This is an optimization exercise on Yosys and OpenROAD, whose aim is a short achievable clock period and few clock cycles, not a production implementation.
In this exercise RTL edits were held to simulation tests only and were not proved equivalent to the original.
Power is estimated from default activity; no workload was simulated.

--- design/flow/run.sh ---
#!/bin/bash
# synth_recipe.tcl (not shown) runs the flow's synth.tcl, then flattens the netlist and writes it again
# the make line also repeats each setting of config.mk as NAME=value (left out here)
make -C /OpenROAD-flow-scripts/flow DESIGN_CONFIG=/design/flow/config.mk WORK_HOME=/design/flow/orfs CLKGATE_MAP_FILE= SYNTH_SCRIPT=/design/flow/synth_recipe.tcl finish
--- design/flow/config.mk ---
export PLATFORM = sky130hd
export DESIGN_NAME = ptd
export DESIGN_NICKNAME = ptd
export VERILOG_FILES = /design/flow/design.v
export SDC_FILE = /design/flow/constraint.sdc
export NUM_CORES = 4
export LEC_CHECK = 0
export CAP_MARGIN = 20
export CORE_MARGIN = 2
export CORE_UTILIZATION = 40
export SETUP_SLACK_MARGIN = 5
export SLEW_MARGIN = 20
--- design/flow/constraint.sdc ---
create_clock -name core_clock -period 12.0 [get_ports {clk}]
set_input_delay 2.4000 -clock core_clock [delete_from_list [all_inputs] [get_ports {clk}]]
set_output_delay 2.4000 -clock core_clock [all_outputs]
set_load 0.01 [all_outputs]
--- design/flow/design.v ---
module ptd (
    input  wire        clk,
    input  wire        rst,           
    input  wire [7:0]  reg_addr,      
    input  wire        reg_we,
    input  wire [31:0] reg_wdata,
    output reg  [31:0] reg_rdata,
    input  wire [31:0] rom_size,
    input  wire [31:0] pix_size,
    input  wire [31:0] pkd_size,
    output reg         rom_req,
    output reg  [31:0] rom_addr,
    input  wire        rom_ack,
    input  wire [7:0]  rom_rdata,
    output reg         pix_req,
    output reg         pix_we,
    output reg  [31:0] pix_addr,
    output reg  [7:0]  pix_wdata,
    input  wire        pix_ack,
    input  wire [7:0]  pix_rdata,
    output reg         pkd_req,
    output reg  [31:0] pkd_addr,
    output reg  [7:0]  pkd_wdata,
    input  wire        pkd_ack,
    output wire        busy
);
    localparam [3:0] F_ADDRRANGE  = 4'd1,
                     F_ILLEGAL    = 4'd2,
                     F_ROMBOUNDS  = 4'd3,
                     F_GEOMETRY   = 4'd4,
                     F_PIXBOUNDS  = 4'd5,
                     F_PKDBOUNDS  = 4'd6,
                     F_PIXELRANGE = 4'd7,
                     F_IDUNDER    = 4'd8;
    localparam [2:0] OP_DTILE = 3'd2, OP_PACK = 3'd3,
                     OP_COMPOSE = 3'd4, OP_ASSEMBLE = 3'd5;
    localparam [1:0] M_IDLE = 2'd0, M_WAIT = 2'd1, M_RUN = 2'd2, M_PACK = 2'd3;
    localparam [3:0] FS_IDLE  = 4'd0,
                     FS_RECA  = 4'd1,
                     FS_RECC  = 4'd2,
                     FS_RECR  = 4'd3,
                     FS_MAPA  = 4'd4,
                     FS_MAPC  = 4'd5,
                     FS_MAPR  = 4'd6,
                     FS_B16A  = 4'd7,
                     FS_B16C  = 4'd8,
                     FS_B16R  = 4'd9,
                     FS_B4A   = 4'd10,
                     FS_B4C   = 4'd11,
                     FS_B4R   = 4'd12,
                     FS_TID   = 4'd13,
                     FS_STOP  = 4'd14;
    reg [31:0] r_cmd;
    reg        st_busy, st_done, st_fault;
    reg [3:0]  r_err;
    reg [31:0] r_errinfo;
    reg [23:0] r_xlin;
    reg [21:0] r_xlout;
    reg [31:0] r_src, r_grid, r_vbase, r_vpitch, r_vdim, r_pkbase;
    reg [31:0] r_pklen;
    reg [31:0] r_mapbase, r_b16base, r_b4base, r_tsbase;
    reg [7:0]  r_tbias;
    assign busy = st_busy;
    wire [15:0] gw = r_grid[15:0];
    wire [15:0] gh = r_grid[31:16];
    wire [15:0] vw = r_vdim[15:0];
    wire [15:0] vh = r_vdim[31:16];
    wire [31:0] pitch = r_vpitch;
    wire [31:0] p8  = {pitch[28:0], 3'b0};
    wire [31:0] p16 = {pitch[27:0], 4'b0};
    wire [31:0] p32 = {pitch[26:0], 5'b0};
    wire [15:0] gw_m1 = gw - 16'd1;
    wire [15:0] gh_m1 = gh - 16'd1;
    always @* begin
        case (reg_addr[7:2])
            6'h00: reg_rdata = 32'h50544401;
            6'h02: reg_rdata = r_cmd;
            6'h03: reg_rdata = {29'd0, st_fault, st_done, st_busy};
            6'h04: reg_rdata = {28'd0, r_err};
            6'h05: reg_rdata = r_errinfo;
            6'h06: reg_rdata = {8'd0, r_xlin};
            6'h07: reg_rdata = {10'd0, r_xlout};
            6'h08: reg_rdata = r_src;
            6'h09: reg_rdata = r_grid;
            6'h0A: reg_rdata = r_vbase;
            6'h0B: reg_rdata = r_vpitch;
            6'h0C: reg_rdata = r_vdim;
            6'h0D: reg_rdata = r_pkbase;
            6'h0E: reg_rdata = r_pklen;
            6'h0F: reg_rdata = r_mapbase;
            6'h10: reg_rdata = r_b16base;
            6'h11: reg_rdata = r_b4base;
            6'h12: reg_rdata = r_tsbase;
            6'h13: reg_rdata = {24'd0, r_tbias};
            default: reg_rdata = 32'd0;
        endcase
        if (reg_addr[1:0] != 2'b00) reg_rdata = 32'd0;
    end
    wire [5:0] wa      = reg_addr[7:2];
    wire host_wr = reg_we && !st_busy && (reg_addr[1:0] == 2'b00);
    wire srst    = host_wr && (wa == 6'h01) && reg_wdata[0];
    wire cmd_wr  = host_wr && (wa == 6'h02) && !st_fault;
    wire [7:0] wop = reg_wdata[7:0];
    wire w_illegal = (reg_wdata[31:8] != 24'd0) || (wop == 8'd0) || (wop > 8'd5);
    wire m_start = cmd_wr && !w_illegal && (wop != 8'd1);
    reg [2:0] settle;
    wire settled = settle[2];
    reg        s1_pitch_bad, s1_bad_dt, s1_bad_co, s1_bad_as, s1_grid_zero, s1_nz;
    reg [35:0] s1_pp0, s1_pp1, s1_pp2, s1_pp3;      
    reg [32:0] s1_x;                                
    reg [32:0] s1_rhs;                              
    reg [14:0] s1_rb;                               
    reg [18:0] s2_kp0, s2_kp1, s2_kp2, s2_kp3;      
    reg [32:0] s1_room;                             
    reg [31:0] s1_p8m8, s1_p16p16;
    reg [39:0] s2_sa, s2_sb;
    reg [48:0] s3_lhs;                              
    reg [30:0] s3_pklen;                            
    reg        s4_pix_bad, s4_pk_bad, s4_pk_zero;
    wire [14:0] rbc = vw[15:2] + {14'd0, |vw[1:0]};
    always @(posedge clk) begin
        s1_pitch_bad <= pitch < {16'd0, vw};
        s1_bad_dt    <= (vw < 16'd8) || (vh < 16'd8);
        s1_bad_co    <= ({gw, 3'b0} > {3'b0, vw}) || ({gh, 3'b0} > {3'b0, vh});
        s1_bad_as    <= ({gw, 5'b0} > {5'b0, vw}) || ({gh, 5'b0} > {5'b0, vh});
        s1_grid_zero <= (gw == 16'd0) || (gh == 16'd0);
        s1_nz        <= (vw != 16'd0) && (vh != 16'd0);
        s1_pp0       <= vh[3:0]   * pitch;
        s1_pp1       <= vh[7:4]   * pitch;
        s1_pp2       <= vh[11:8]  * pitch;
        s1_pp3       <= vh[15:12] * pitch;
        s1_x         <= {1'b0, r_vbase} + {17'd0, vw};
        s1_rhs       <= {1'b0, pix_size} + {1'b0, pitch};
        s1_rb        <= rbc;
        s1_room      <= {1'b0, pkd_size} - {1'b0, r_pkbase};
        s1_p8m8      <= p8 - 32'd8;
        s1_p16p16    <= p16 + 32'd16;
        s2_sa        <= {4'd0, s1_pp0} + {s1_pp1, 4'd0};
        s2_sb        <= {4'd0, s1_pp2} + {s1_pp3, 4'd0};
        s2_kp0       <= vh[3:0]   * s1_rb;
        s2_kp1       <= vh[7:4]   * s1_rb;
        s2_kp2       <= vh[11:8]  * s1_rb;
        s2_kp3       <= vh[15:12] * s1_rb;
        s3_lhs       <= {16'd0, s1_x} + {9'd0, s2_sa} + {1'b0, s2_sb, 8'd0};
        s3_pklen     <= {12'd0, s2_kp0} + {8'd0, s2_kp1, 4'd0}
                      + {4'd0, s2_kp2, 8'd0} + {s2_kp3, 12'd0};
        s4_pix_bad   <= s1_nz && (s3_lhs > {16'd0, s1_rhs});
        s4_pk_bad    <= (s3_pklen != 31'd0) &&
                        (s1_room[32] || ({2'b0, s3_pklen} > s1_room));
        s4_pk_zero   <= (s3_pklen == 31'd0);
    end
    always @(posedge clk) begin
        if (rst || srst || (host_wr && wa != 6'h02))
            settle <= 3'd0;
        else if (!settled)
            settle <= settle + 3'd1;
    end
    reg [1:0]  mstate;
    reg [2:0]  op;
    reg [3:0]  fstate;
    reg [32:0] fF;               
    reg [33:0] fEnd;             
    reg [32:0] ftaddr;           
    reg [3:0]  fb;               
    reg [7:0]  f_even;           
    reg [15:0] fcx, fcy;
    reg [1:0]  fkq, fmq;
    reg [31:0] fmap_idx;
    reg [7:0]  fid16, fid4, ftid;
    reg        fdone, pf;
    reg [3:0]  pf_code;
    reg [31:0] pf_info;
    reg [15:0] fifo [0:15];
    reg [3:0]  fwp, frp;
    reg [4:0]  fcnt;             
    reg [4:0]  space;            
    reg [7:0]  rb_hi, rb_lo;
    reg [2:0]  rb_cnt;
    reg [2:0]  wrow;
    reg [31:0] nl;               
    reg [31:0] cur_org;          
    reg [31:0] cell_org;         
    reg [31:0] crow_base;        
    reg [31:0] nxt_org;          
    reg [15:0] wcx;
    reg [1:0]  wkq, wmq;
    reg [15:0] q_x, q_y, q_xrem, q_yrem;
    reg [31:0] q_line;
    reg        rd_done;
    reg        pr_valid, pr_last;
    reg [7:0]  pr_data;
    reg [15:0] pr_x, pr_y;
    reg        pk_stop;
    reg [31:0] pk_finfo;
    reg [7:0]  acc;
    reg [7:0]  pq [0:3];
    reg [1:0]  pq_wp, pq_rp;
    reg [2:0]  pq_cnt;
    reg [31:0] pk_ptr;
    wire geo_bad = s1_pitch_bad
                 || (op == OP_DTILE    && s1_bad_dt)
                 || (op == OP_COMPOSE  && s1_bad_co)
                 || (op == OP_ASSEMBLE && s1_bad_as);
    wire pkb_bad = (op == OP_PACK) && s4_pk_bad;
    wire ok_empty = (op == OP_PACK) ? s4_pk_zero
                                    : ((op != OP_DTILE) && s1_grid_zero);
    wire wait_end = settled && (geo_bad || s4_pix_bad || pkb_bad || ok_empty);
    wire go_run   = (mstate == M_WAIT) && settled && !wait_end && (op != OP_PACK);
    wire go_pack  = (mstate == M_WAIT) && settled && !wait_end && (op == OP_PACK);
    wire w_adv  = !pix_req || pix_ack;
    wire w_rb   = (rb_cnt != 3'd0);
    wire w_pop  = (mstate == M_RUN) && w_adv && !w_rb && (fcnt != 5'd0);
    wire w_idle = w_adv && !w_rb && (fcnt == 5'd0);
    wire run_fault = pf && w_idle;
    wire run_done  = fdone && w_idle;
    wire pq_drain  = (pq_cnt == 3'd0) || (pq_cnt == 3'd1 && pkd_ack);
    wire pk_fault_now = pk_stop && pq_drain;
    wire pk_done_now  = !pk_stop && rd_done && !pr_valid && pq_drain;
    wire m_end = ((mstate == M_WAIT) && wait_end)
              || ((mstate == M_RUN)  && (run_fault || run_done))
              || ((mstate == M_PACK) && (pk_fault_now || pk_done_now));
    task automatic raise(input [3:0] code, input [31:0] info);
        begin
            r_err     <= code;
            r_errinfo <= info;
            st_busy   <= 1'b0;
            st_done   <= 1'b0;
            st_fault  <= 1'b1;
            mstate    <= M_IDLE;
        end
    endtask
    task automatic finish_ok;
        begin
            st_busy <= 1'b0;
            st_done <= 1'b1;
            mstate  <= M_IDLE;
        end
    endtask
    always @(posedge clk) begin
        if (rst || srst) begin
            r_cmd     <= 32'd0;
            st_busy   <= 1'b0;
            st_done   <= 1'b0;
            st_fault  <= 1'b0;
            r_err     <= 4'd0;
            r_errinfo <= 32'd0;
            r_xlin    <= 24'd0;
            r_xlout   <= 22'd0;
            r_src     <= 32'd0;
            r_grid    <= 32'd0;
            r_vbase   <= 32'd0;
            r_vpitch  <= 32'd0;
            r_vdim    <= 32'd0;
            r_pkbase  <= 32'd0;
            r_pklen   <= 32'd0;
            r_mapbase <= 32'd0;
            r_b16base <= 32'd0;
            r_b4base  <= 32'd0;
            r_tsbase  <= 32'd0;
            r_tbias   <= 8'd0;
            mstate    <= M_IDLE;
            op        <= 3'd0;
        end else begin
            if (host_wr) begin
                case (wa)
                    6'h06: r_xlin    <= reg_wdata[23:0];
                    6'h08: r_src     <= reg_wdata;
                    6'h09: r_grid    <= reg_wdata;
                    6'h0A: r_vbase   <= reg_wdata;
                    6'h0B: r_vpitch  <= reg_wdata;
                    6'h0C: r_vdim    <= reg_wdata;
                    6'h0D: r_pkbase  <= reg_wdata;
                    6'h0F: r_mapbase <= reg_wdata;
                    6'h10: r_b16base <= reg_wdata;
                    6'h11: r_b4base  <= reg_wdata;
                    6'h12: r_tsbase  <= reg_wdata;
                    6'h13: r_tbias   <= reg_wdata[7:0];
                    default: ;
                endcase
            end
            case (mstate)
                M_IDLE: begin
                    if (cmd_wr) begin
                        r_cmd    <= reg_wdata;
                        st_done  <= 1'b0;
                        st_fault <= 1'b0;
                        if (w_illegal) begin
                            raise(F_ILLEGAL, reg_wdata);
                        end else if (wop == 8'd1) begin
                            if (r_xlin[15]) begin
                                raise(F_ADDRRANGE, {8'd0, r_xlin});
                            end else begin
                                if (r_xlin[14])
                                    r_xlout <= {r_xlin[23:16], r_xlin[13:0]};
                                else
                                    r_xlout <= {8'd0, r_xlin[13:0]};
                                finish_ok;
                            end
                        end else begin
                            st_busy <= 1'b1;
                            op      <= wop[2:0];
                            mstate  <= M_WAIT;
                        end
                    end
                end
                M_WAIT: begin
                    if (settled) begin
                        if (geo_bad)
                            raise(F_GEOMETRY, r_vdim);
                        else if (s4_pix_bad)
                            raise(F_PIXBOUNDS, r_vbase);
                        else if (pkb_bad)
                            raise(F_PKDBOUNDS, r_pkbase);
                        else if (ok_empty) begin
                            if (op == OP_PACK) r_pklen <= 32'd0;
                            finish_ok;
                        end else
                            mstate <= (op == OP_PACK) ? M_PACK : M_RUN;
                    end
                end
                M_RUN: begin
                    if (run_fault)
                        raise(pf_code, pf_info);
                    else if (run_done)
                        finish_ok;
                end
                default: begin  
                    if (pk_fault_now)
                        raise(F_PIXELRANGE, pk_finfo);
                    else if (pk_done_now) begin
                        r_pklen <= {1'b0, s3_pklen};
                        finish_ok;
                    end
                end
            endcase
        end
    end
    wire f_last_cx = (fcx == gw_m1);
    wire f_last_cy = (fcy == gh_m1);
    wire f_rec_oob = fEnd > {2'b0, rom_size};
    wire f_take    = (fstate == FS_RECC) && !f_rec_oob && (space >= 5'd8);
    wire f_push    = (fstate == FS_RECR) && rom_ack && fb[0];
    wire t_oob     = ftaddr >= {1'b0, rom_size};
    always @(posedge clk) begin
        if (rst || srst || m_end) begin
            fstate  <= FS_IDLE;
            rom_req <= 1'b0;
        end else if (mstate == M_IDLE) begin
            fF       <= {1'b0, r_src};
            fcx      <= 16'd0;
            fcy      <= 16'd0;
            fkq      <= 2'd0;
            fmq      <= 2'd0;
            fmap_idx <= 32'd0;
            fdone    <= 1'b0;
            pf       <= 1'b0;
            rom_req  <= 1'b0;
            if (m_start)
                fstate <= (wop[2:0] == OP_ASSEMBLE) ? FS_MAPA :
                          (wop[2:0] == OP_PACK)     ? FS_IDLE : FS_RECA;
        end else begin
            case (fstate)
                FS_RECA: begin
                    fEnd   <= {1'b0, fF} + 34'd16;
                    fstate <= FS_RECC;
                end
                FS_RECC: begin
                    if (f_rec_oob) begin
                        pf      <= 1'b1;
                        pf_code <= F_ROMBOUNDS;
                        pf_info <= (fF >= {1'b0, rom_size}) ? fF[31:0] : rom_size;
                        fstate  <= FS_STOP;
                    end else if (space >= 5'd8) begin
                        rom_req  <= 1'b1;
                        rom_addr <= fF[31:0];
                        fb       <= 4'd0;
                        fstate   <= FS_RECR;
                    end
                end
                FS_RECR: begin
                    if (rom_ack) begin
                        if (!fb[0]) f_even <= rom_rdata;
                        fb       <= fb + 4'd1;
                        rom_addr <= rom_addr + 32'd1;
                        if (fb == 4'd15) begin
                            rom_req <= 1'b0;
                            if (op == OP_DTILE) begin
                                fdone  <= 1'b1;
                                fstate <= FS_STOP;
                            end else if (op == OP_COMPOSE) begin
                                fF <= fF + 33'd16;
                                if (f_last_cx) begin
                                    fcx <= 16'd0;
                                    fcy <= fcy + 16'd1;
                                    if (f_last_cy) begin
                                        fdone  <= 1'b1;
                                        fstate <= FS_STOP;
                                    end else
                                        fstate <= FS_RECA;
                                end else begin
                                    fcx    <= fcx + 16'd1;
                                    fstate <= FS_RECA;
                                end
                            end else begin
                                fmq <= fmq + 2'd1;
                                if (fmq != 2'd3)
                                    fstate <= FS_B4A;
                                else begin
                                    fkq <= fkq + 2'd1;
                                    if (fkq != 2'd3)
                                        fstate <= FS_B16A;
                                    else begin
                                        fmap_idx <= fmap_idx + 32'd1;
                                        if (f_last_cx) begin
                                            fcx <= 16'd0;
                                            fcy <= fcy + 16'd1;
                                            if (f_last_cy) begin
                                                fdone  <= 1'b1;
                                                fstate <= FS_STOP;
                                            end else
                                                fstate <= FS_MAPA;
                                        end else begin
                                            fcx    <= fcx + 16'd1;
                                            fstate <= FS_MAPA;
                                        end
                                    end
                                end
                            end
                        end
                    end
                end
                FS_MAPA: begin
                    ftaddr <= {1'b0, r_mapbase} + {1'b0, fmap_idx};
                    fstate <= FS_MAPC;
                end
                FS_B16A: begin
                    ftaddr <= {1'b0, r_b16base} + {23'd0, fid16, fkq};
                    fstate <= FS_B16C;
                end
                FS_B4A: begin
                    ftaddr <= {1'b0, r_b4base} + {23'd0, fid4, fmq};
                    fstate <= FS_B4C;
                end
                FS_MAPC, FS_B16C, FS_B4C: begin
                    if (t_oob) begin
                        pf      <= 1'b1;
                        pf_code <= F_ROMBOUNDS;
                        pf_info <= ftaddr[31:0];
                        fstate  <= FS_STOP;
                    end else begin
                        rom_req  <= 1'b1;
                        rom_addr <= ftaddr[31:0];
                        fstate   <= fstate + 4'd1;
                    end
                end
                FS_MAPR: begin
                    if (rom_ack) begin
                        fid16   <= rom_rdata;
                        rom_req <= 1'b0;
                        fstate  <= FS_B16A;
                    end
                end
                FS_B16R: begin
                    if (rom_ack) begin
                        fid4    <= rom_rdata;
                        rom_req <= 1'b0;
                        fstate  <= FS_B4A;
                    end
                end
                FS_B4R: begin
                    if (rom_ack) begin
                        ftid    <= rom_rdata;
                        rom_req <= 1'b0;
                        fstate  <= FS_TID;
                    end
                end
                FS_TID: begin
                    if (ftid < r_tbias) begin
                        pf      <= 1'b1;
                        pf_code <= F_IDUNDER;
                        pf_info <= {24'd0, ftid};
                        fstate  <= FS_STOP;
                    end else begin
                        fF     <= {1'b0, r_tsbase} + {21'd0, ftid - r_tbias, 4'd0};
                        fstate <= FS_RECA;
                    end
                end
                default: ;
            endcase
        end
    end
    always @(posedge clk) begin
        if (f_push)
            fifo[fwp] <= {~rom_rdata, ~f_even};
        if (mstate == M_IDLE) begin
            fwp   <= 4'd0;
            frp   <= 4'd0;
            fcnt  <= 5'd0;
            space <= 5'd16;
        end else begin
            if (f_push) fwp <= fwp + 4'd1;
            if (w_pop)  frp <= frp + 4'd1;
            fcnt  <= fcnt + {4'd0, f_push} - {4'd0, w_pop};
            space <= space - (f_take ? 5'd8 : 5'd0) + {4'd0, w_pop};
        end
    end
    wire [15:0] w_row     = fifo[frp];
    wire [31:0] w_base    = (wrow == 3'd0) ? cur_org : nl;
    wire        w_last_cx = (wcx == gw_m1);
    always @(posedge clk) begin
        if (op == OP_COMPOSE) begin
            nxt_org <= w_last_cx ? (crow_base + p8) : (cur_org + 32'd8);
        end else begin
            if (wmq != 2'd3)
                nxt_org <= cur_org + ((wmq == 2'd1) ? s1_p8m8 : 32'd8);
            else if (wkq != 2'd3)
                nxt_org <= cell_org + ((wkq == 2'd0) ? 32'd16 :
                                       (wkq == 2'd1) ? p16 : s1_p16p16);
            else
                nxt_org <= w_last_cx ? (crow_base + p32) : (cell_org + 32'd32);
        end
    end
    wire pq_push = pr_valid && !pk_stop && (pr_data[7:2] == 6'd0)
                 && (pr_x[1:0] == 2'd3 || pr_last);
    wire can_issue = !pk_stop && ({1'b0, pq_cnt} + {3'd0, pq_push} <= 4'd2);
    wire [7:0] pk_byte = acc | ({6'd0, pr_data[1:0]} << {~pr_x[1:0], 1'b0});
    always @(posedge clk) begin
        if (rst || srst || m_end) begin
            pix_req  <= 1'b0;
            pix_we   <= 1'b0;
            pr_valid <= 1'b0;
        end else if (mstate == M_IDLE) begin
            pix_req   <= 1'b0;
            pix_we    <= 1'b0;
            rb_cnt    <= 3'd0;
            wrow      <= 3'd0;
            cur_org   <= r_vbase;
            cell_org  <= r_vbase;
            crow_base <= r_vbase;
            wcx       <= 16'd0;
            wkq       <= 2'd0;
            wmq       <= 2'd0;
        end else if (go_pack) begin
            pix_req  <= 1'b1;
            pix_we   <= 1'b0;
            pix_addr <= r_vbase;
            q_line   <= r_vbase;
            q_x      <= 16'd0;
            q_y      <= 16'd0;
            q_xrem   <= vw - 16'd1;
            q_yrem   <= vh - 16'd1;
            rd_done  <= 1'b0;
            pr_valid <= 1'b0;
            pk_stop  <= 1'b0;
            acc      <= 8'd0;
        end else if (mstate == M_RUN) begin
            if (w_adv) begin
                if (w_rb) begin
                    pix_req   <= 1'b1;
                    pix_we    <= 1'b1;
                    pix_wdata <= {6'd0, rb_hi[7], rb_lo[7]};
                    rb_hi     <= {rb_hi[6:0], 1'b0};
                    rb_lo     <= {rb_lo[6:0], 1'b0};
                    rb_cnt    <= rb_cnt - 3'd1;
                    pix_addr  <= pix_addr + 32'd1;
                end else if (fcnt != 5'd0) begin
                    pix_req   <= 1'b1;
                    pix_we    <= 1'b1;
                    pix_wdata <= {6'd0, w_row[15], w_row[7]};
                    rb_hi     <= {w_row[14:8], 1'b0};
                    rb_lo     <= {w_row[6:0], 1'b0};
                    rb_cnt    <= 3'd7;
                    pix_addr  <= w_base;
                    nl        <= w_base + pitch;
                    wrow      <= wrow + 3'd1;
                    if (wrow == 3'd7) begin
                        cur_org <= nxt_org;
                        if (op == OP_COMPOSE) begin
                            if (w_last_cx) begin
                                wcx       <= 16'd0;
                                crow_base <= nxt_org;
                            end else
                                wcx <= wcx + 16'd1;
                        end else begin
                            wmq <= wmq + 2'd1;
                            if (wmq == 2'd3) begin
                                wkq <= wkq + 2'd1;
                                if (wkq == 2'd3) begin
                                    cell_org <= nxt_org;
                                    if (w_last_cx) begin
                                        wcx       <= 16'd0;
                                        crow_base <= nxt_org;
                                    end else
                                        wcx <= wcx + 16'd1;
                                end
                            end
                        end
                    end
                end else begin
                    pix_req <= 1'b0;
                    pix_we  <= 1'b0;
                end
            end
        end else if (mstate == M_PACK) begin
            pr_valid <= pix_req && pix_ack;
            if (pix_req && pix_ack) begin
                pr_data <= pix_rdata;
                pr_x    <= q_x;
                pr_y    <= q_y;
                pr_last <= (q_xrem == 16'd0);
                if (q_xrem == 16'd0 && q_yrem == 16'd0) begin
                    rd_done <= 1'b1;
                    pix_req <= 1'b0;
                end else begin
                    if (q_xrem != 16'd0) begin
                        pix_addr <= pix_addr + 32'd1;
                        q_x      <= q_x + 16'd1;
                        q_xrem   <= q_xrem - 16'd1;
                    end else begin
                        pix_addr <= q_line + pitch;
                        q_line   <= q_line + pitch;
                        q_x      <= 16'd0;
                        q_xrem   <= vw - 16'd1;
                        q_y      <= q_y + 16'd1;
                        q_yrem   <= q_yrem - 16'd1;
                    end
                    pix_req <= can_issue;
                end
            end else if (!pix_req && !rd_done && can_issue) begin
                pix_req <= 1'b1;
            end
            if (pr_valid && !pk_stop) begin
                if (pr_data[7:2] != 6'd0) begin
                    pk_stop  <= 1'b1;
                    pk_finfo <= {pr_y, pr_x};
                    pix_req  <= 1'b0;
                end else if (pq_push)
                    acc <= 8'd0;
                else
                    acc <= pk_byte;
            end
        end
    end
    wire pq_pop = (pq_cnt != 3'd0) && pkd_ack;
    always @* begin
        pkd_req   = (pq_cnt != 3'd0);
        pkd_addr  = pk_ptr;
        pkd_wdata = pq[pq_rp];
    end
    always @(posedge clk) begin
        if (pq_push)
            pq[pq_wp] <= pk_byte;
        if (rst || srst) begin
            pq_cnt <= 3'd0;
        end else if (go_pack) begin
            pq_cnt <= 3'd0;
            pq_wp  <= 2'd0;
            pq_rp  <= 2'd0;
            pk_ptr <= r_pkbase;
        end else begin
            if (pq_push) pq_wp <= pq_wp + 2'd1;
            if (pq_pop) begin
                pq_rp  <= pq_rp + 2'd1;
                pk_ptr <= pk_ptr + 32'd1;
            end
            pq_cnt <= pq_cnt + {2'd0, pq_push} - {2'd0, pq_pop};
        end
    end
endmodule
==> qor.txt, run 1 <==
Initial antenna violation count - 72
Slew Limit Fails - 0
Vias per cell - 5.99
Initial Util - 40.2%
DR pass1 iterations - 10
Async SR Flop Fraction - 0%
Max cap viols - 0
Critical path class - input pin to output port
Rel. slew slack - 12.4%
Internal - 13.7 mW
Worst hold-check path type - register to register
#FFs+latches synth - 2,087
RSZ-0062 raised after global routing - yes
Wirelength per Cell - 29.0 microns
Ys flop type - dfxtp_1
FILL cells - 32.7k
Most numerous cell in the Yosys netlist - nand2_1
Final setup vio count - 0
Clock Pin Slew Worst Setup and Hold Paths - 0.06 ns
Clk pwr share - 39.2%
Sequential fraction of the synthesis area - 37.8%
Pin count of the biggest net entering global routing - 205
Die X - 588 microns
Top cell type's share of synthesized area - 21.5%
Final period utilization - 58.5%
Finished Cell Area - 0.155 sq mm
Hold Buf Count CTS - 0
Layout violations - antenna violations
Post-synth top cells - 2,202 x nand2_1, 1,129 x a21oi_1, 1,110 x dfxtp_1
WP data required - 9.60 ns
Number of clock sinks - 2,087
Gpl congestion - 1.06
Post-synth EDFFs - 977
Global-route wire length before repair - 801,000 microns
Fin. Hold Viols - 0
Psw - 6.03 mW
CTS tree - built
NumNets Final - 16.6k
Maximum vdd drop - 0.000158 V
Initial drt markers - 15.4k
Worst hold slack - 0.239 ns
Total gr overflow - 0
Worst setup SP type - input pin
Ranking of synthesized cells by area - edfxtp_1 22%, dfxtp_1 16%, ha_1 9.4%, nand2_1 6.1%, fa_1 6.0%
Tmin final - 7.02 ns
Sequential fraction of design power - 42.9%
Clock Path Buffers - 4
Clk Latency, worst-skew pair - 1.03 ns
HPWL Detailed - 426,000 microns
Core Rows - 214
Share of layout cells above drive strength 1 - 8.24%
Switching Share - 30.5%
Average cell area after synthesis - 9.22 sq um
Vias in the first global route - 108k
Yosys warns - 1
H-Tree Depth - 4
Comb pwr share - 17.9%
Full die area - 0.346 sq mm
Std-Cell Core Area - 0.340 sq mm
Area leader, netlist - edfxtp_1
Critical-path maximum fanout - 17
Synth Cell Area - 0.136 sq mm
Pleak - 63.5 nW
Worst setup EP type - output port
Fmax - 142 MHz
Via count - 118k
Post-DP Area - 0.145 sq mm
IO Pins - 307
CTS Buf Count - 238
Post-Synthesis Cells - 14.8k
Number of distinct library cells after synthesis - 97
Clock root cell - clkbuf_16
Antenna Violating Nets Remaining - 1
Detailed Route WL - 573,000 microns
Total Routing Usage GR - 32.0%
PD cells - 127 mW/mm^2
Fin Clk Skew - 0.152 ns
PortBufs - 300
Die H - 588 microns
Status - complete, but fails checks
Crit path arrival time - 4.62 ns
Slew at the pin closest to its max-slew limit - 1.31 ns
# DRC - 0
Synth-to-Final Area Change - 13.7%
Setup TNS - 0 ns
[registers in the layout, summed over array words and instances (netlist names), 34 cells and up, named ones only]
name / count
fifo: 256
s3_lhs: 49
s2_sa: 40
s2_sb: 40
s1_pp0: 36
s1_pp1: 36
s1_pp2: 36
s1_pp3: 36
fEnd: 34
[power by group through the flow]
stage          clock network, mW  registers [mW]  logic, mW
2_1_floorplan                  0            8.37       2.36
3_3_place_gp                   0            8.59       3.39
3_5_place_dp                   0            8.59       3.42
4_1_cts                     7.83            8.44       3.46
5_1_grt                     8.10            8.49       3.80
6_report                    7.75            8.47       3.54
[stage by stage]
stage | setup slack (ns) | util [%] | power (mW) | instances
finish | 4.98 | 45.7 | 19.8 | 19800
global route | 4.97 | 45.6 | 20.4 | 19700
CTS | 5.01 | 45.6 | 19.7 | 19700
detailed placement | 3.04 | 42.7 | 12.0 | 19200
global placement | 3.02 | 42.7 | 12.0 | 19200
floorplan | 5.16 | - | 10.7 | 14800
[worst max-delay path: stages]
cell	delay [ns]
clkdlybuf4s15_2	0.28
nor2_4	0.20
nand2_1	0.22
nor2_4	0.22
buf_12	0.24
a22o_1	0.18
a221oi_1	0.05
and3_1	0.30
a31oi_4	0.25
clkdlybuf4s15_2	0.27
[cell type report]
cell class | count | area [sq um] | share of cell area, %
clock buffer | 320 | 6630 | 4.28
clock inverter | 127 | 1560 | 1.00
antenna | 57 | 143 | 0.0920
inverter | 831 | 3120 | 2.01
sequential | 2087 | 51600 | 33.3
multi-input combinational | 11100 | 80000 | 51.6
tap | 4536 | 5680 | 3.66
timing repair buffer | 681 | 6280 | 4.05
[placed cells by master, fill, tap and decap left out, drive strengths merged, types with 334 or more instances in the layout]
cell type,count
nand2,2202
a21oi,1129
dfxtp,1110
ha,1030
edfxtp,977
nor2,920
inv,838
xnor2,665
o21ai,572
fa,411
buf,409
xor2,381
nand3,350
and2,334
[cell families (layout without fill, tap and decap cells)]
group                    after synthesis  in the layout  synth area share, %
AND/OR/NAND/NOR                     5002           5002                 16.9
AO/OA/AOI/OAI                       3353           3353                 15.8
flip-flops                          2087           2087                 37.8
buffers and inverters               1590           1959                 4.41
adder cells (fa/ha/maj)             1441           1441                 15.5
XOR/XNOR                            1048           1048                 6.75
multiplexers                         268            268                 2.84
other                                  1             63              0.00275
[routing by layer]
layer / share of wire (%) / vias to the layer above / global-route usage [%]
li1: - / 52800 / -
met1: 42 / 58100 / 44.0
met2: 41 / 6199 / 45.6
met3: 12 / 1144 / 9.97
met4: 5.2 / 30 / 14.6
met5: 0.060 / - / 0
[path summary, 6_finish.rpt]
kind / slack (ns) / end / cells past startpoint / from
min reg2reg: 0.24 / s2_sa[2] / 0 / s1_pp0[2]
max reg2reg: 5.84 / s1_pp3[35] / 16 / r_vdim[29]
min: 0.24 / s2_sa[2] / 0 / s1_pp0[2]
max: 4.98 / reg_rdata[5] / 10 / reg_addr[7]
[repair_timing]
item,CTS,global route
cloned,10,1
setup buffers,49,3
pin swaps,57,15
resized for setup,319,12
setup endpoints to repair,32,24
Testbench counts, summed over its fixed seeds: cycles 94,968.
==> run 2, diff against run 1 <==
--- a/design/flow/design.v
+++ b/design/flow/design.v
@@ -342,10 +342,7 @@
     wire f_push    = (fstate == FS_RECR) && rom_ack && fb[0];
     wire t_oob     = ftaddr >= {1'b0, rom_size};
     always @(posedge clk) begin
-        if (rst || srst || m_end) begin
-            fstate  <= FS_IDLE;
-            rom_req <= 1'b0;
-        end else if (mstate == M_IDLE) begin
+        if (mstate == M_IDLE) begin
             fF       <= {1'b0, r_src};
             fcx      <= 16'd0;
             fcy      <= 16'd0;
@@ -355,9 +352,9 @@
             fdone    <= 1'b0;
             pf       <= 1'b0;
             rom_req  <= 1'b0;
-            if (m_start)
-                fstate <= (wop[2:0] == OP_ASSEMBLE) ? FS_MAPA :
-                          (wop[2:0] == OP_PACK)     ? FS_IDLE : FS_RECA;
+            fstate   <= !m_start ? FS_IDLE :
+                        (wop[2:0] == OP_ASSEMBLE) ? FS_MAPA :
+                        (wop[2:0] == OP_PACK)     ? FS_IDLE : FS_RECA;
         end else begin
             case (fstate)
                 FS_RECA: begin
@@ -488,6 +485,10 @@
                 default: ;
             endcase
         end
+        if (rst) begin
+            fstate  <= FS_IDLE;
+            rom_req <= 1'b0;
+        end
     end
     always @(posedge clk) begin
         if (f_push)
@@ -525,13 +526,10 @@
     wire can_issue = !pk_stop && ({1'b0, pq_cnt} + {3'd0, pq_push} <= 4'd2);
     wire [7:0] pk_byte = acc | ({6'd0, pr_data[1:0]} << {~pr_x[1:0], 1'b0});
     always @(posedge clk) begin
-        if (rst || srst || m_end) begin
-            pix_req  <= 1'b0;
-            pix_we   <= 1'b0;
-            pr_valid <= 1'b0;
-        end else if (mstate == M_IDLE) begin
+        if (mstate == M_IDLE) begin
             pix_req   <= 1'b0;
             pix_we    <= 1'b0;
+            pr_valid  <= 1'b0;
             rb_cnt    <= 3'd0;
             wrow      <= 3'd0;
             cur_org   <= r_vbase;
@@ -640,6 +638,11 @@
                     acc <= pk_byte;
             end
         end
+        if (rst) begin
+            pix_req  <= 1'b0;
+            pix_we   <= 1'b0;
+            pr_valid <= 1'b0;
+        end
     end
     wire pq_pop = (pq_cnt != 3'd0) && pkd_ack;
     always @* begin
@@ -650,9 +653,7 @@
     always @(posedge clk) begin
         if (pq_push)
             pq[pq_wp] <= pk_byte;
-        if (rst || srst) begin
-            pq_cnt <= 3'd0;
-        end else if (go_pack) begin
+        if (go_pack) begin
             pq_cnt <= 3'd0;
             pq_wp  <= 2'd0;
             pq_rp  <= 2'd0;
@@ -665,5 +666,7 @@
             end
             pq_cnt <= pq_cnt + {2'd0, pq_push} - {2'd0, pq_pop};
         end
+        if (rst)
+            pq_cnt <= 3'd0;
     end
 endmodule
==> run 2 against run 1 <==
  * The run now finishes clean
  * Die area down 1.2%
  * Via count down 1.8%
  * Combinational power decreased by 9.6%
  * Sequential share of layout area is 0.30 points lower
  * Register-to-register slack improved by 0.19 ns
  * Clock-buffer cell count is 17 lower
  * Critical path depth grew 2
  * Highest routed layer unchanged
==> qor.txt, run 2 <==
Final setup vio count - 0 (unchanged)
Vias in the first global route - 107k (-0.67%)
Setup TNS - 0 ns (unchanged)
Wirelength per Cell - 29.3 microns (+0.96%)
Critical-path maximum fanout - 15 (-2)
Top cell type's share of synthesized area - 19.5% (-2.0 points)
Via count - 116k (-1.8%)
Synth Cell Area - 0.135 sq mm (-1.2%)
Comb pwr share - 16.7% (-1.2 points)
Slew Limit Fails - 0 (unchanged)
Final Worst Setup Slack - 4.90 ns (-0.0734 ns)
Fin. Hold Viols - 0 (unchanged)
Number of flip-flops in the largest register - 256 (unchanged)
Max cap viols - 0 (unchanged)
Post-Synthesis Cells - 14.6k (-1.1%)
Ys flop type - dfxtp_1
Yosys warns - 1 (unchanged)
FILL cells - 32.3k (-1.1%)
Internal - 13.3 mW (-3.1%)
Die X - 584 microns (-0.61%)
WHS Path Cells - 0 (unchanged)
NumNets Final - 16.4k (-0.76%)
Maximum vdd drop - 0.000152 V (-3.8%)
Worst hold-check path type - register to register
DP Cell Count - 19.0k (-0.95%)
Worst hold start - s2_kp0[0]
CTS tree - built
Util after Layout - 45.6% (about the same)
Number of distinct library cells after synthesis - 103 (+6.2%)
Clock root cell - clkbuf_16
CTS Buf Count - 237 (-0.42%)
Tmin final - 7.10 ns (+0.0734 ns)
Initial Util - 40.1% (-0.081 points)
Top reg by flops - fifo
Most numerous cell in the Yosys netlist - nand2_1
Final std cells w/o fill - 19.6k (-0.80%)
Reg2Reg Setup Slack - 6.03 ns (+0.19 ns)
Most frequent cells in the layout - 2,160 x nand2_1, 1,160 x dfxtp_1, 1,156 x a21oi_1, 1,025 x ha_1, 880 x nor2_1
Clock Pin Slew Worst Setup and Hold Paths - 0.07 ns (about the same)
Hold Buf Count CTS - 0 (unchanged)
H-Tree Depth - 4 (unchanged)
Worst setup EP type - output port
Largest registers - fifo x256, s3_lhs x49
Synth-to-Final Area Change - 13.9%
Hold Path End - s3_pklen[0]
Rel. slew slack - 11.0% (-1.3 points)
DR pass1 iterations - 10 (unchanged)
Fin Clk Skew - 0.0928 ns (-0.0588 ns)
Tot Pwr - 19.2 mW (-2.9%)
Crit path arrival time - 4.70 ns (+0.08 ns)
#FFs+latches synth - 2,087 (unchanged)
Die H - 584 microns (-0.61%)
Full die area - 0.342 sq mm (-1.2%)
Detailed Route WL - 574,000 microns (+0.15%)
Post-synth top cells - 2,167 x nand2_1, 1,211 x dfxtp_1, 1,172 x a21oi_1
Initial antenna violation count - 109 (+51%)
Initial drt markers - 14.3k (-7.3%)
Area leader, netlist - edfxtp_1
Final period utilization - 59.1% (+0.61 points)
Worst r2r path cells - 18 (+2)
PD cells - 125 mW/mm^2 (-1.9%)
Pleak - 63.8 nW (+0.47%)
Total Routing Usage GR - 32.7% (+0.75 points)
Sequential fraction of the synthesis area - 37.5% (-0.28 points)
Post-synth EDFFs - 876 (-10%)
Sequential fraction of design power - 43.4% (+0.5 points)
Slew at the pin closest to its max-slew limit - 1.32 ns (+0.0118 ns)
Reg-to-Reg End - s1_pp3[35]
Number of clock sinks - 2,087 (unchanged)
Global-route wire length before repair - 802,000 microns (+0.17%)
Clk pwr share - 39.9% (+0.7 points)
R2R Path Start - r_vdim[29]
PortBufs - 300 (unchanged)
Status - no timing/DRC/antenna violations
Critical path class - input pin to output port
Std-Cell Core Area - 0.336 sq mm (-1.0%)
Total gr overflow - 0 (unchanged)
Vias per cell - 5.92 (-1.0%)
Antenna Violating Nets Remaining - 0 (-1)
Average cell area after synthesis - 9.21 sq um (-0.16%)
RSZ-0062 raised after global routing - yes
Switching Share - 30.6% (+0.11 points)
Async SR Flop Fraction - 0% (unchanged)
HPWL Detailed - 424,000 microns (-0.30%)
Ranking of synthesized cells by area - edfxtp_1 20%, dfxtp_1 18%, ha_1 9.6%, fa_1 6.1%, nand2_1 6.0%
Psw - 5.87 mW (-2.6%)
Clock Path Buffers - 4 (unchanged)
IO Pins - 307 (unchanged)
# DRC - 0 (unchanged)
Worst setup SP type - input pin
Fmax - 141 MHz (-1.0%)
Share of layout cells above drive strength 1 - 8.70% (+0.46 points)
Pin count of the biggest net entering global routing - 182 (-11%)
Core Rows - 213 (-0.47%)
Pre-CTS setup slack - 2.76 ns (-0.277 ns)
Commonest non-fill, non-tap cell in the layout - nand2_1
Gpl congestion - 1.08 (+2.1%)
Clk Latency, worst-skew pair - 0.99 ns (-0.04 ns)
WP data required - 9.60 ns (about the same)
==> run 2: cell types whose count changed after synthesis, moves of 39 or more <==
cell	before	now
clkbuf_1	683	635
inv_1	824	863
nor3_1	305	215
dfxtp_1	1110	1211
a21oi_1	1129	1172
edfxtp_1	977	876
==> run 2: cell families after synthesis <==
group           synth area share, %
fa+ha+maj                      15.7
xor+xnor                       6.82
flops                          37.5
buf+inv                        4.56
mux                            3.11
simple gates                   16.3
compound gates                 16.0
other cells                 0.00278
==> run 2: layout make-up <==
| class | count | area [sq um] | area share (%) |
|---|---|---|---|
| inverters | 866 | 3250 | 2.12 |
| multi-input cells | 11000 | 79200 | 51.6 |
| clock buffers | 303 | 6580 | 4.29 |
| diodes | 44 | 110 | 0.0718 |
| repair buffers | 688 | 6480 | 4.23 |
| clock inverters | 143 | 1530 | 0.997 |
| flip-flops and latches | 2087 | 50600 | 33.0 |
| well taps | 4515 | 5650 | 3.68 |
==> run 2: how the worst max path moves through the flow <==
| stage | startpoint | end | slack, ns | depth (start not counted) |
|---|---|---|---|---|
| 3_3_place_gp | reg_addr[4] | reg_rdata[7] | 2.65 | 9 |
| 2_1_floorplan | rom_size[1] | pf_code[1] | 5.12 | 11 |
| 4_1_cts | reg_addr[7] | reg_rdata[7] | 4.87 | 12 |
| 3_5_place_dp | reg_addr[4] | reg_rdata[7] | 2.76 | 9 |
| 5_1_grt | reg_addr[6] | reg_rdata[7] | 4.95 | 12 |
| 6_report | reg_addr[6] | reg_rdata[7] | 4.90 | 12 |
==> run 2: timing repair <==
item | CTS | global route
resized for setup | 234 | 22
endpoints found under the hold margin | 0 | 0
gates cloned | 12 | 2
setup buffers | 75 | 11
endpoints found under the setup margin | 32 | 18
pin swaps | 56 | 22
==> run 2: per-stage QoR <==
step	cell area, sq um	hold WS (ns)
final	153000	0.323
after detailed placement	143000	0.312
after global placement	143000	0.311
after global routing	153000	0.330
after CTS	153000	0.326
after floorplan	135000	0.310
==> run 2: power groups by stage <==
stage               logic [mW]  clock network, mW  registers [mW]
finish                    3.20               7.66            8.33
global route              3.41               8.00            8.34
CTS                       3.11               7.74            8.32
detailed placement        3.06                  0            8.47
global placement          3.04                  0            8.47
floorplan                 1.96                  0            8.24
==> run 2: critical path, cell delays in order <==
cell and delay (ns):
buf_12 0.11, nor2_4 0.16, nand2_4 0.10, or2_4 0.34, nor2_4 0.19, buf_12 0.14, bufbuf_16 0.32, nand2_1 0.09
o21ai_2 0.12, a221oi_2 0.08, a21oi_2 0.41, buf_2 0.22
==> run 2: metal layers <==
layer  GRT usage [%]  up-vias  part of all wire, %
met3            8.13     1335                   11
met4            19.4       62                  7.1
met5               0        -                0.071
li1                -    52100                    -
met1            43.4    56900                   40
met2            48.1     5707                   42
Testbench counts of run 2, summed over its fixed seeds: cycles 94,968.
==> run 3, diff against run 2 <==
--- a/design/flow/design.v
+++ b/design/flow/design.v
@@ -103,8 +103,8 @@
     wire [7:0] wop = reg_wdata[7:0];
     wire w_illegal = (reg_wdata[31:8] != 24'd0) || (wop == 8'd0) || (wop > 8'd5);
     wire m_start = cmd_wr && !w_illegal && (wop != 8'd1);
-    reg [2:0] settle;
-    wire settled = settle[2];
+    reg [1:0] settle;
+    wire settled = (settle == 2'd3);
     reg        s1_pitch_bad, s1_bad_dt, s1_bad_co, s1_bad_as, s1_grid_zero, s1_nz;
     reg [35:0] s1_pp0, s1_pp1, s1_pp2, s1_pp3;      
     reg [32:0] s1_x;                                
@@ -116,7 +116,6 @@
     reg [39:0] s2_sa, s2_sb;
     reg [48:0] s3_lhs;                              
     reg [30:0] s3_pklen;                            
-    reg        s4_pix_bad, s4_pk_bad, s4_pk_zero;
     wire [14:0] rbc = vw[15:2] + {14'd0, |vw[1:0]};
     always @(posedge clk) begin
         s1_pitch_bad <= pitch < {16'd0, vw};
@@ -144,16 +143,12 @@
         s3_lhs       <= {16'd0, s1_x} + {9'd0, s2_sa} + {1'b0, s2_sb, 8'd0};
         s3_pklen     <= {12'd0, s2_kp0} + {8'd0, s2_kp1, 4'd0}
                       + {4'd0, s2_kp2, 8'd0} + {s2_kp3, 12'd0};
-        s4_pix_bad   <= s1_nz && (s3_lhs > {16'd0, s1_rhs});
-        s4_pk_bad    <= (s3_pklen != 31'd0) &&
-                        (s1_room[32] || ({2'b0, s3_pklen} > s1_room));
-        s4_pk_zero   <= (s3_pklen == 31'd0);
     end
     always @(posedge clk) begin
         if (rst || srst || (host_wr && wa != 6'h02))
-            settle <= 3'd0;
+            settle <= 2'd0;
         else if (!settled)
-            settle <= settle + 3'd1;
+            settle <= settle + 2'd1;
     end
     reg [1:0]  mstate;
     reg [2:0]  op;
@@ -201,6 +196,9 @@
                  || (op == OP_DTILE    && s1_bad_dt)
                  || (op == OP_COMPOSE  && s1_bad_co)
                  || (op == OP_ASSEMBLE && s1_bad_as);
+    wire s4_pix_bad = s1_nz && (s3_lhs > {16'd0, s1_rhs});
+    wire s4_pk_zero = (s3_pklen == 31'd0);
+    wire s4_pk_bad  = !s4_pk_zero && (s1_room[32] || ({2'b0, s3_pklen} > s1_room));
     wire pkb_bad = (op == OP_PACK) && s4_pk_bad;
     wire ok_empty = (op == OP_PACK) ? s4_pk_zero
                                     : ((op != OP_DTILE) && s1_grid_zero);
@@ -209,7 +207,8 @@
     wire go_pack  = (mstate == M_WAIT) && settled && !wait_end && (op == OP_PACK);
     wire w_adv  = !pix_req || pix_ack;
     wire w_rb   = (rb_cnt != 3'd0);
-    wire w_pop  = (mstate == M_RUN) && w_adv && !w_rb && (fcnt != 5'd0);
+    wire w_run  = (mstate == M_RUN) || go_run;
+    wire w_pop  = w_run && w_adv && !w_rb && (fcnt != 5'd0);
     wire w_idle = w_adv && !w_rb && (fcnt == 5'd0);
     wire run_fault = pf && w_idle;
     wire run_done  = fdone && w_idle;
@@ -341,6 +340,19 @@
     wire f_take    = (fstate == FS_RECC) && !f_rec_oob && (space >= 5'd8);
     wire f_push    = (fstate == FS_RECR) && rom_ack && fb[0];
     wire t_oob     = ftaddr >= {1'b0, rom_size};
+    reg [33:0] i_end;
+    reg        i_ok;
+    reg [1:0]  src_age;
+    always @(posedge clk) begin
+        i_end <= {2'b0, r_src} + 34'd16;
+        i_ok  <= (i_end <= {2'b0, rom_size});
+        if (rst || srst || (host_wr && wa == 6'h08))
+            src_age <= 2'd0;
+        else if (src_age != 2'd2)
+            src_age <= src_age + 2'd1;
+    end
+    wire f_fast = m_start && (wop[2:0] == OP_DTILE || wop[2:0] == OP_COMPOSE)
+                && (src_age == 2'd2) && i_ok;
     always @(posedge clk) begin
         if (mstate == M_IDLE) begin
             fF       <= {1'b0, r_src};
@@ -351,8 +363,11 @@
             fmap_idx <= 32'd0;
             fdone    <= 1'b0;
             pf       <= 1'b0;
-            rom_req  <= 1'b0;
+            rom_addr <= r_src;
+            fb       <= 4'd0;
+            rom_req  <= f_fast;
             fstate   <= !m_start ? FS_IDLE :
+                        f_fast ? FS_RECR :
                         (wop[2:0] == OP_ASSEMBLE) ? FS_MAPA :
                         (wop[2:0] == OP_PACK)     ? FS_IDLE : FS_RECA;
         end else begin
@@ -497,7 +512,7 @@
             fwp   <= 4'd0;
             frp   <= 4'd0;
             fcnt  <= 5'd0;
-            space <= 5'd16;
+            space <= f_fast ? 5'd8 : 5'd16;
         end else begin
             if (f_push) fwp <= fwp + 4'd1;
             if (w_pop)  frp <= frp + 4'd1;
@@ -551,7 +566,7 @@
             pr_valid <= 1'b0;
             pk_stop  <= 1'b0;
             acc      <= 8'd0;
-        end else if (mstate == M_RUN) begin
+        end else if (w_run) begin
             if (w_adv) begin
                 if (w_rb) begin
                     pix_req   <= 1'b1;
==> design/flow/flow/run.sh (new file) <==
#!/bin/bash
set -euo pipefail
bash standard.sh SETUP_SLACK_MARGIN=6 finish > standard_flow.log 2>&1
==> design/flow/standard.sh (new file) <==
#!/bin/bash
# synth_recipe.tcl (not shown) runs the flow's synth.tcl, then flattens the netlist and writes it again
# the make line also repeats each setting of config.mk as NAME=value (left out here)
make -C /OpenROAD-flow-scripts/flow DESIGN_CONFIG=/design/flow/config.mk WORK_HOME=/design/flow/orfs CLKGATE_MAP_FILE= SYNTH_SCRIPT=/design/flow/synth_recipe.tcl "${@:-finish}"
--- a/design/flow/config.mk
+++ b/design/flow/config.mk
@@ -8,5 +8,4 @@
 export CAP_MARGIN = 20
 export CORE_MARGIN = 2
 export CORE_UTILIZATION = 40
-export SETUP_SLACK_MARGIN = 5
 export SLEW_MARGIN = 20
removed: design/flow/run.sh
==> run 3 against run 2 <==
  * Register-to-register slack better by 0.16 ns
  * Clock skew is 0.051 ns higher
  * Via count rose by 0.34%
  * Global-route usage shrank 1.3 points
  * Still clean
  * Cell count grew 1.1%
  * Combinational power fell by 56%
==> qor.txt, run 3 <==
Number of flip-flops in the largest register - 256 (unchanged)
Ys flop type - dfxtp_1
Most frequent cells in the layout - 2,176 x nand2_1, 1,212 x a21oi_1, 1,197 x dfxtp_1, 1,060 x ha_1, 990 x nor2_1
Top reg by flops - fifo
NumNets Final - 16.7k (+1.5%)
Most numerous cell in the Yosys netlist - nand2_1
Commonest non-fill, non-tap cell in the layout - nand2_1
DP Cell Count - 19.2k (+0.81%)
Pleak - 64.8 nW (+1.6%)
Final period utilization - 57.7% (-1.4 points)
Core Rows - 213 (unchanged)
Die H - 586 microns (+0.33%)
Area leader, netlist - edfxtp_1
Fin Clk Skew - 0.144 ns (+0.0513 ns)
Total gr overflow - 0 (unchanged)
Initial Util - 40.2% (+0.14 points)
Initial drt markers - 13.6k (-5.0%)
Critical-path cell list - buf_16, buf_16, nor2_2, buf_6, and2_4, a21oi_1, nand4_1, nor3_2, a31oi_4, buf_6
PD cells - 110 mW/mm^2 (-12%)
Via count - 117k (+0.34%)
Post-synth EDFFs - 872 (-0.46%)
Max cap viols - 0 (unchanged)
Rel. slew slack - 6.90% (-4.1 points)
CTS tree - built
Util after Layout - 46.3% (+0.61 points)
IO Pins - 307 (unchanged)
Critical path class - input pin to output port
Wirelength per Cell - 28.0 microns (-4.5%)
Total Routing Usage GR - 31.4% (-1.3 points)
Slew at the pin closest to its max-slew limit - 1.39 ns (+0.0738 ns)
#FFs+latches synth - 2,119 (+1.5%)
Slowest library cell on the worst path - nand4_1
Clock root cell - clkbuf_16
PortBufs - 300 (unchanged)
Clock Pin Slew Worst Setup and Hold Paths - 0.06 ns (about the same)
HPWL Detailed - 415,000 microns (-2.2%)
Initial antenna violation count - 85 (-22%)
Top cell type's share of synthesized area - 19.3% (-0.22 points)
CP Buf/Inv Count - 4 (unchanged)
Critical Path Stages - 10 (-2)
Pre-CTS setup slack - 2.94 ns (+0.177 ns)
WHS Path Cells - 0 (unchanged)
Tmin final - 6.93 ns (-0.168 ns)
Worst r2r path cells - 18 (unchanged)
Die X - 586 microns (+0.33%)
Share of layout cells above drive strength 1 - 9.24% (+0.54 points)
Yosys warns - 1 (unchanged)
Vias per cell - 5.88 (-0.76%)
Number of distinct library cells after synthesis - 99 (-3.9%)
Fmax - 144 MHz (+2.4%)
Std-Cell Core Area - 0.337 sq mm (+0.32%)
Pin count of the biggest net entering global routing - 93 (-49%)
H-Tree Depth - 4 (unchanged)
Number of clock sinks - 2,119 (+1.5%)
RSZ-0062 raised after global routing - yes
Top delay family on crit path - simple AND/OR/NAND/NOR gates
Clk Latency, worst-skew pair - 1.04 ns (+0.05 ns)
Post-synth top cells - 2,191 x nand2_1, 1,247 x dfxtp_1, 1,232 x a21oi_1
Average cell area after synthesis - 9.19 sq um (-0.22%)
Final std cells w/o fill - 19.8k (+1.1%)
Setup TNS - 0 ns (unchanged)
Maximum vdd drop - 0.000143 V (-6.4%)
Sequential fraction of the synthesis area - 37.7% (+0.19 points)
Final Worst Setup Slack - 5.07 ns (+0.168 ns)
Worst hold-check path type - register to register
# DRC - 0 (unchanged)
Full die area - 0.344 sq mm (+0.66%)
Critical-path maximum fanout - 11 (-4)
WP data required - 9.60 ns (about the same)
Worst path max stage delay - 0.39 ns (-0.02 ns)
Final setup vio count - 0 (unchanged)
DR pass1 iterations - 9 (-1)
Synth Cell Area - 0.136 sq mm (+0.67%)
Worst setup EP type - output port
Global-route wire length before repair - 780,000 microns (-2.7%)
Synth-to-Final Area Change - 15.0%
Fin. Hold Viols - 0 (unchanged)
Antenna Violating Nets Remaining - 0 (unchanged)
Slew Limit Fails - 0 (unchanged)
Largest registers - fifo x256, s3_lhs x49
FILL cells - 32.1k (-0.80%)
Status - no timing/DRC/antenna violations
Gpl congestion - 1.04 (-4.0%)
Crit path arrival time - 4.53 ns (-0.17 ns)
Post-Synthesis Cells - 14.8k (+0.89%)
Vias in the first global route - 109k (+1.5%)
Async SR Flop Fraction - 0% (unchanged)
CTS Buf Count - 240 (+1.3%)
Clock Path Buffers - 4 (unchanged)
Ranking of synthesized cells by area - edfxtp_1 19%, dfxtp_1 18%, ha_1 9.8%, fa_1 6.1%, nand2_1 6.1%
Detailed Route WL - 554,000 microns (-3.4%)
Worst setup SP type - input pin
-- run 3: cell count changes after synthesis, moves of 35 or more --
cell and change:
nor2_1 +114, xnor2_1 +68, a21oi_1 +60, mux2i_1 +59, inv_1 -51, o2111ai_1 -46, o211ai_1 -42, nand2b_1 +40
dfxtp_1 +36, ha_1 +35
-- run 3: what timing repair did --
item	CTS	global route
endpoints found under the setup margin	98	160
resized for setup	319	142
buffers inserted	103	36
pin swaps	74	79
hold buffers	0	0
gates cloned	13	4
-- run 3: worst paths after layout --
kind	from	endpoint	slack (ns)
min	s1_pp0[1]	s2_sa[1]	0.33
max reg2reg	r_vdim[19]	s1_pp0[35]	6.19
max	reg_addr[3]	reg_rdata[10]	5.07
min reg2reg	s1_pp0[1]	s2_sa[1]	0.33
-- run 3: per-stage QoR --
stage / total power, mW / cell area [sq um] / hold slack [ns]
floorplan: 8.77 / 136000 / 0.310
global placement: 9.37 / 144000 / 0.313
detailed placement: 9.37 / 145000 / 0.313
CTS: 17.2 / 155000 / 0.327
global route: 17.6 / 156000 / 0.333
finish: 17.2 / 156000 / 0.327
-- run 3: area by class of cell --
type	instances	area, sq um	area share (%)
Tap cell	4515	5650	3.62
Clock buffer	326	6870	4.40
Multi-Input combinational cell	11100	80200	51.4
Inverter	817	3070	1.97
Timing Repair Buffer	765	7380	4.73
Clock inverter	127	1440	0.920
Antenna cell	44	110	0.0706
Sequential cell	2119	51200	32.8
-- run 3: layer usage --
metal / track usage, % / wire, microns / up-vias
li1: - / - / 52400
met3: 6.99 / 56800 / 1425
met2: 46.5 / 230000 / 5746
met1: 41.8 / 226000 / 56900
met4: 19.2 / 41100 / 30
met5: 0 / 193 / -
-- run 3: cell families after synthesis --
family                     share of synthesized area, %
buffers and inverters                              4.32
other                                           0.00276
AOI/OAI and AO/OA                                  15.0
DFF                                                37.7
muxes                                              3.38
adders and majority gates                          15.9
and+or+nand+nor                                    16.7
xor gates and xnor gates                           6.95
-- run 3: where the power goes --
group | leakage [nW] | internal [mW] | total (mW) | switching [mW]
registers | 18.4 | 7.69 | 7.91 | 0.225
logic | 42.3 | 0.578 | 1.41 | 0.832
clock network | 4.05 | 4.53 | 7.84 | 3.31
Testbench counts of run 3, summed over its fixed seeds: cycles 94,864.
==> run 4, diff against run 3 <==
--- a/design/flow/design.v
+++ b/design/flow/design.v
@@ -155,7 +155,6 @@
     reg [3:0]  fstate;
     reg [32:0] fF;               
     reg [33:0] fEnd;             
-    reg [32:0] ftaddr;           
     reg [3:0]  fb;               
     reg [7:0]  f_even;           
     reg [15:0] fcx, fcy;
@@ -339,7 +338,12 @@
     wire f_rec_oob = fEnd > {2'b0, rom_size};
     wire f_take    = (fstate == FS_RECC) && !f_rec_oob && (space >= 5'd8);
     wire f_push    = (fstate == FS_RECR) && rom_ack && fb[0];
-    wire t_oob     = ftaddr >= {1'b0, rom_size};
+    wire [31:0] t_base = (fstate == FS_MAPA) ? r_mapbase :
+                         (fstate == FS_B16A) ? r_b16base : r_b4base;
+    wire [31:0] t_off  = (fstate == FS_MAPA) ? fmap_idx :
+                         (fstate == FS_B16A) ? {22'd0, fid16, fkq} : {22'd0, fid4, fmq};
+    wire [32:0] t_sum  = {1'b0, t_base} + {1'b0, t_off};
+    wire t_oob     = t_sum >= {1'b0, rom_size};
     reg [33:0] i_end;
     reg        i_ok;
     reg [1:0]  src_age;
@@ -441,28 +445,16 @@
                         end
                     end
                 end
-                FS_MAPA: begin
-                    ftaddr <= {1'b0, r_mapbase} + {1'b0, fmap_idx};
-                    fstate <= FS_MAPC;
-                end
-                FS_B16A: begin
-                    ftaddr <= {1'b0, r_b16base} + {23'd0, fid16, fkq};
-                    fstate <= FS_B16C;
-                end
-                FS_B4A: begin
-                    ftaddr <= {1'b0, r_b4base} + {23'd0, fid4, fmq};
-                    fstate <= FS_B4C;
-                end
-                FS_MAPC, FS_B16C, FS_B4C: begin
+                FS_MAPA, FS_B16A, FS_B4A: begin
                     if (t_oob) begin
                         pf      <= 1'b1;
                         pf_code <= F_ROMBOUNDS;
-                        pf_info <= ftaddr[31:0];
+                        pf_info <= t_sum[31:0];
                         fstate  <= FS_STOP;
                     end else begin
                         rom_req  <= 1'b1;
-                        rom_addr <= ftaddr[31:0];
-                        fstate   <= fstate + 4'd1;
+                        rom_addr <= t_sum[31:0];
+                        fstate   <= fstate + 4'd2;
                     end
                 end
                 FS_MAPR: begin
@@ -494,7 +486,8 @@
                         fstate  <= FS_STOP;
                     end else begin
                         fF     <= {1'b0, r_tsbase} + {21'd0, ftid - r_tbias, 4'd0};
-                        fstate <= FS_RECA;
+                        fEnd   <= {2'b0, r_tsbase} + {21'd0, {1'b0, ftid - r_tbias} + 9'd1, 4'd0};
+                        fstate <= FS_RECC;
                     end
                 end
                 default: ;
==> design/flow/flow/run.sh (replaced) <==
#!/bin/bash
set -euo pipefail
bash standard.sh SETUP_SLACK_MARGIN=6 MAX_REPAIR_ANTENNAS_ITER_DRT=20 finish > standard_flow.log 2>&1
==> run 4 against run 3 <==
  * Still clean on timing, DRC and antenna
  * Cell count shrank 0.54%
  * Design area down 0.13%
  * Die area decreased by 0.27%
  * Sequential share of layout area decreased by 0.59 points
  * Clock-buffer cell count increased by 10
  * Fmax down 0.26%
  * First-iteration DRC count shrank 3.4%
  * Sequential power up 6.4%
  * Synthesized cell count fell by 0.56%
==> qor.txt, run 4 <==
Fin Clk Skew - 0.148 ns (+0.00436 ns)
Number of clock sinks - 2,086 (-1.6%)
Post-Synthesis Cells - 14.7k (-0.56%)
Rel. slew slack - 21.7% (+15 points)
Vias in the first global route - 108k (-0.99%)
Initial drt markers - 13.1k (-3.4%)
Pre-CTS setup slack - 2.73 ns (-0.204 ns)
Most numerous cell in the Yosys netlist - nand2_1
Maximum vdd drop - 0.000183 V (+29%)
Pin count of the biggest net entering global routing - 193 (+110%)
PortBufs - 300 (unchanged)
Via count - 116k (-0.51%)
Detailed Route WL - 563,000 microns (+1.6%)
Clock Pin Slew Worst Setup and Hold Paths - 0.06 ns (about the same)
PD cells - 125 mW/mm^2 (+14%)
Average cell area after synthesis - 9.21 sq um (+0.29%)
Area leader, netlist - edfxtp_1
Max cap viols - 0 (unchanged)
Util after Layout - 46.3% (about the same)
Full die area - 0.343 sq mm (-0.27%)
Setup TNS - 0 ns (unchanged)
Share of layout cells above drive strength 1 - 9.72% (+0.49 points)
Global-route wire length before repair - 789,000 microns (+1.0%)
Synth Cell Area - 0.135 sq mm (-0.27%)
Final setup vio count - 0 (unchanged)
Worst setup SP type - input pin
Crit path arrival time - 4.55 ns (+0.02 ns)
Number of flip-flops in the largest register - 256 (unchanged)
Synth-to-Final Area Change - 15.1%
IO Pins - 307 (unchanged)
Commonest non-fill, non-tap cell in the layout - nand2_1
CTS Buf Count - 236 (-1.7%)
Gpl congestion - 1.04 (about the same)
Fmax - 144 MHz (-0.26%)
Clock Path Buffers - 4 (unchanged)
Initial Util - 40.2% (-0.045 points)
RSZ-0062 raised after global routing - yes
NumNets Final - 16.6k (-0.56%)
Clk Latency, worst-skew pair - 1.07 ns (+0.03 ns)
Most frequent cells in the layout - 2,179 x nand2_1, 1,193 x dfxtp_1, 1,163 x a21oi_1, 1,046 x ha_1, 867 x nor2_1
Antenna Violating Nets Remaining - 0 (unchanged)
Top reg by flops - fifo
Fin. Hold Viols - 0 (unchanged)
HPWL Detailed - 410,000 microns (-1.3%)
Sequential fraction of the synthesis area - 37.1% (-0.63 points)
CTS tree - built
Total Routing Usage GR - 31.8% (+0.38 points)
Wirelength per Cell - 28.6 microns (+2.1%)
Vias per cell - 5.88 (about the same)
Slew Limit Fails - 0 (unchanged)
DR pass1 iterations - 7 (-2)
Hold Buf Count CTS - 0 (unchanged)
Status - no timing/DRC/antenna violations
Final period utilization - 57.9% (+0.15 points)
Pleak - 65.8 nW (+1.5%)
Initial antenna violation count - 51 (-40%)
Clock root cell - clkbuf_16
# DRC - 0 (unchanged)
Ys flop type - dfxtp_1
Total gr overflow - 0 (unchanged)
WP data required - 9.60 ns (about the same)
Post-synth top cells - 2,188 x nand2_1, 1,247 x dfxtp_1, 1,188 x a21oi_1
Slew at the pin closest to its max-slew limit - 1.17 ns (-0.224 ns)
Die X - 586 microns (-0.13%)
Worst hold-check path type - register to register
Critical path class - input pin to output port
Worst setup EP type - output port
Tmin final - 6.95 ns (+0.0184 ns)
Die H - 586 microns (-0.13%)
Final Worst Setup Slack - 5.05 ns (-0.0184 ns)
Post-synth EDFFs - 839 (-3.8%)
Core Rows - 213 (unchanged)
Critical-path maximum fanout - 4 (-7)
Async SR Flop Fraction - 0% (unchanged)
#FFs+latches synth - 2,086 (-1.6%)
Number of distinct library cells after synthesis - 103 (+4.0%)
Largest registers - fifo x256, s3_lhs x49
Top cell type's share of synthesized area - 18.6% (-0.68 points)
Yosys warns - 1 (unchanged)
Ranking of synthesized cells by area - edfxtp_1 19%, dfxtp_1 18%, ha_1 9.7%, nand2_1 6.1%, fa_1 6.1%
Std-Cell Core Area - 0.337 sq mm (-0.16%)
H-Tree Depth - 4 (unchanged)
## run 4: changes by cell type in the layout (fill, tap and decap cells not counted), sizes merged, moves of 43 or more
cell   delta
mux2i    +62
a21oi    -43
nor2    -125
nor2b    +58
and3     -44
buf      +43
a22oi    -57
nor3     -53
## run 4: final cells by class
| class | count | area [sq um] |
|---|---|---|
| Fill cell | 32100 | 181000 |
| Multi-Input combinational cell | 11000 | 80800 |
| Sequential cell | 2086 | 50200 |
| Timing Repair Buffer | 794 | 7870 |
| Clock buffer | 336 | 6790 |
| Tap cell | 4515 | 5650 |
| Inverter | 831 | 3130 |
| Clock inverter | 108 | 1190 |
| Antenna cell | 23 | 57.6 |
## run 4: logic make-up after synthesis
group | Yosys count | synth area share, %
fa+ha+maj | 1464 | 15.8
flops | 2086 | 37.1
compound gates | 3173 | 14.8
other cells | 1 | 0.00277
mux | 401 | 3.95
xor+xnor | 1089 | 7.24
buf+inv | 1591 | 4.49
simple gates | 4875 | 16.6
## run 4: per-layer routing
metal / track usage [%] / wire (microns)
met1: 43.1 / 235000
met2: 46.5 / 232000
met3: 6.52 / 55100
met4: 19.4 / 40500
met5: 0 / 240
## run 4: final timing paths
kind | startpoint | end | slack, ns | cells after the start
setup / recovery | reg_addr[7] | reg_rdata[17] | 5.05 | 13
setup reg to reg | fstate[0] | pf | 6.02 | 27
hold / removal | s1_pp0[3] | s2_sa[3] | 0.32 | 0
hold reg to reg | s1_pp0[3] | s2_sa[3] | 0.32 | 0
## run 4: power breakdown
| group | internal [mW] | total, mW | leakage, nW | switching (mW) |
|---|---|---|---|---|
| Sequential | 7.94 | 8.42 | 18.1 | 0.486 |
| Clock | 4.36 | 7.61 | 3.92 | 3.26 |
| Combinational | 1.27 | 3.51 | 43.7 | 2.24 |
| Total | 13.6 | 19.5 | 65.8 | 5.98 |
## run 4: per-stage QoR
step	cells	power [mW]	hold slack, ns	cell area [sq um]
final	19700	19.5	0.317	156000
after floorplan	14700	10.4	0.310	136000
after global placement	19000	11.8	0.310	144000
after CTS	19600	19.5	0.320	155000
after detailed placement	19000	11.8	0.313	144000
after global routing	19700	20.1	0.324	156000
## run 4: repair_timing
action                                 CTS  global route
resized for setup                      363           134
setup endpoints to repair              263           201
endpoints found under the hold margin    0             0
cloned                                  20            10
setup buffers                          144            29
pin swaps                              102            86
## run 4: worst max-delay path, cell delays in order
cell       delay (ns)
buf_6            0.07
buf_12           0.13
nand3b_1         0.19
buf_4            0.17
clkbuf_16        0.15
buf_4            0.12
nor2_4           0.04
buf_4            0.15
a222oi_1         0.28
nand2_1          0.16
a221oi_4         0.35
a21oi_2          0.14
buf_2            0.17
Testbench counts of run 4, summed over its fixed seeds: cycles 94,832.

==> re-timing with driven ports <==
The flow's constraints put no driver on any port. The routed layouts listed below were extracted and timed again, unchanged, in two steps.
Step 1 assumes that a clkbuf_16 drives the clock port and a buf_2 every other input.
Step 2 adds t to the input delays and takes it off the output delays; t is the mean of the earliest and latest rising clock arrival at the registers after step 1. Input paths then give back, and output paths get back, about the clock's delay inside the block.
Slacks: ideal / step 1 / step 2; pairs: ideal / step 1.
| run | shift t [ns] | setup WS [ns] | latest minus earliest clock arrival (ns) | worst register clock-pin slew, ns |
|---|---|---|---|---|
| run 1 | 1.050 | 4.977 / 4.951 / 4.378 | 0.167 / 0.167 | 0.07 / 0.07 |
| run 2 | 1.044 | 4.904 / 4.619 / 4.619 | 0.097 / 0.098 | 0.07 / 0.07 |
| run 3 | 1.083 | 5.071 / 4.788 / 4.788 | 0.156 / 0.157 | 0.07 / 0.07 |
| run 4 | 1.091 | 5.053 / 4.813 / 4.813 | 0.151 / 0.151 | 0.07 / 0.07 |
For run 1, which loses most, drivers alone change the setup slack by -0.026 ns; drivers and shift together by -0.599 ns.
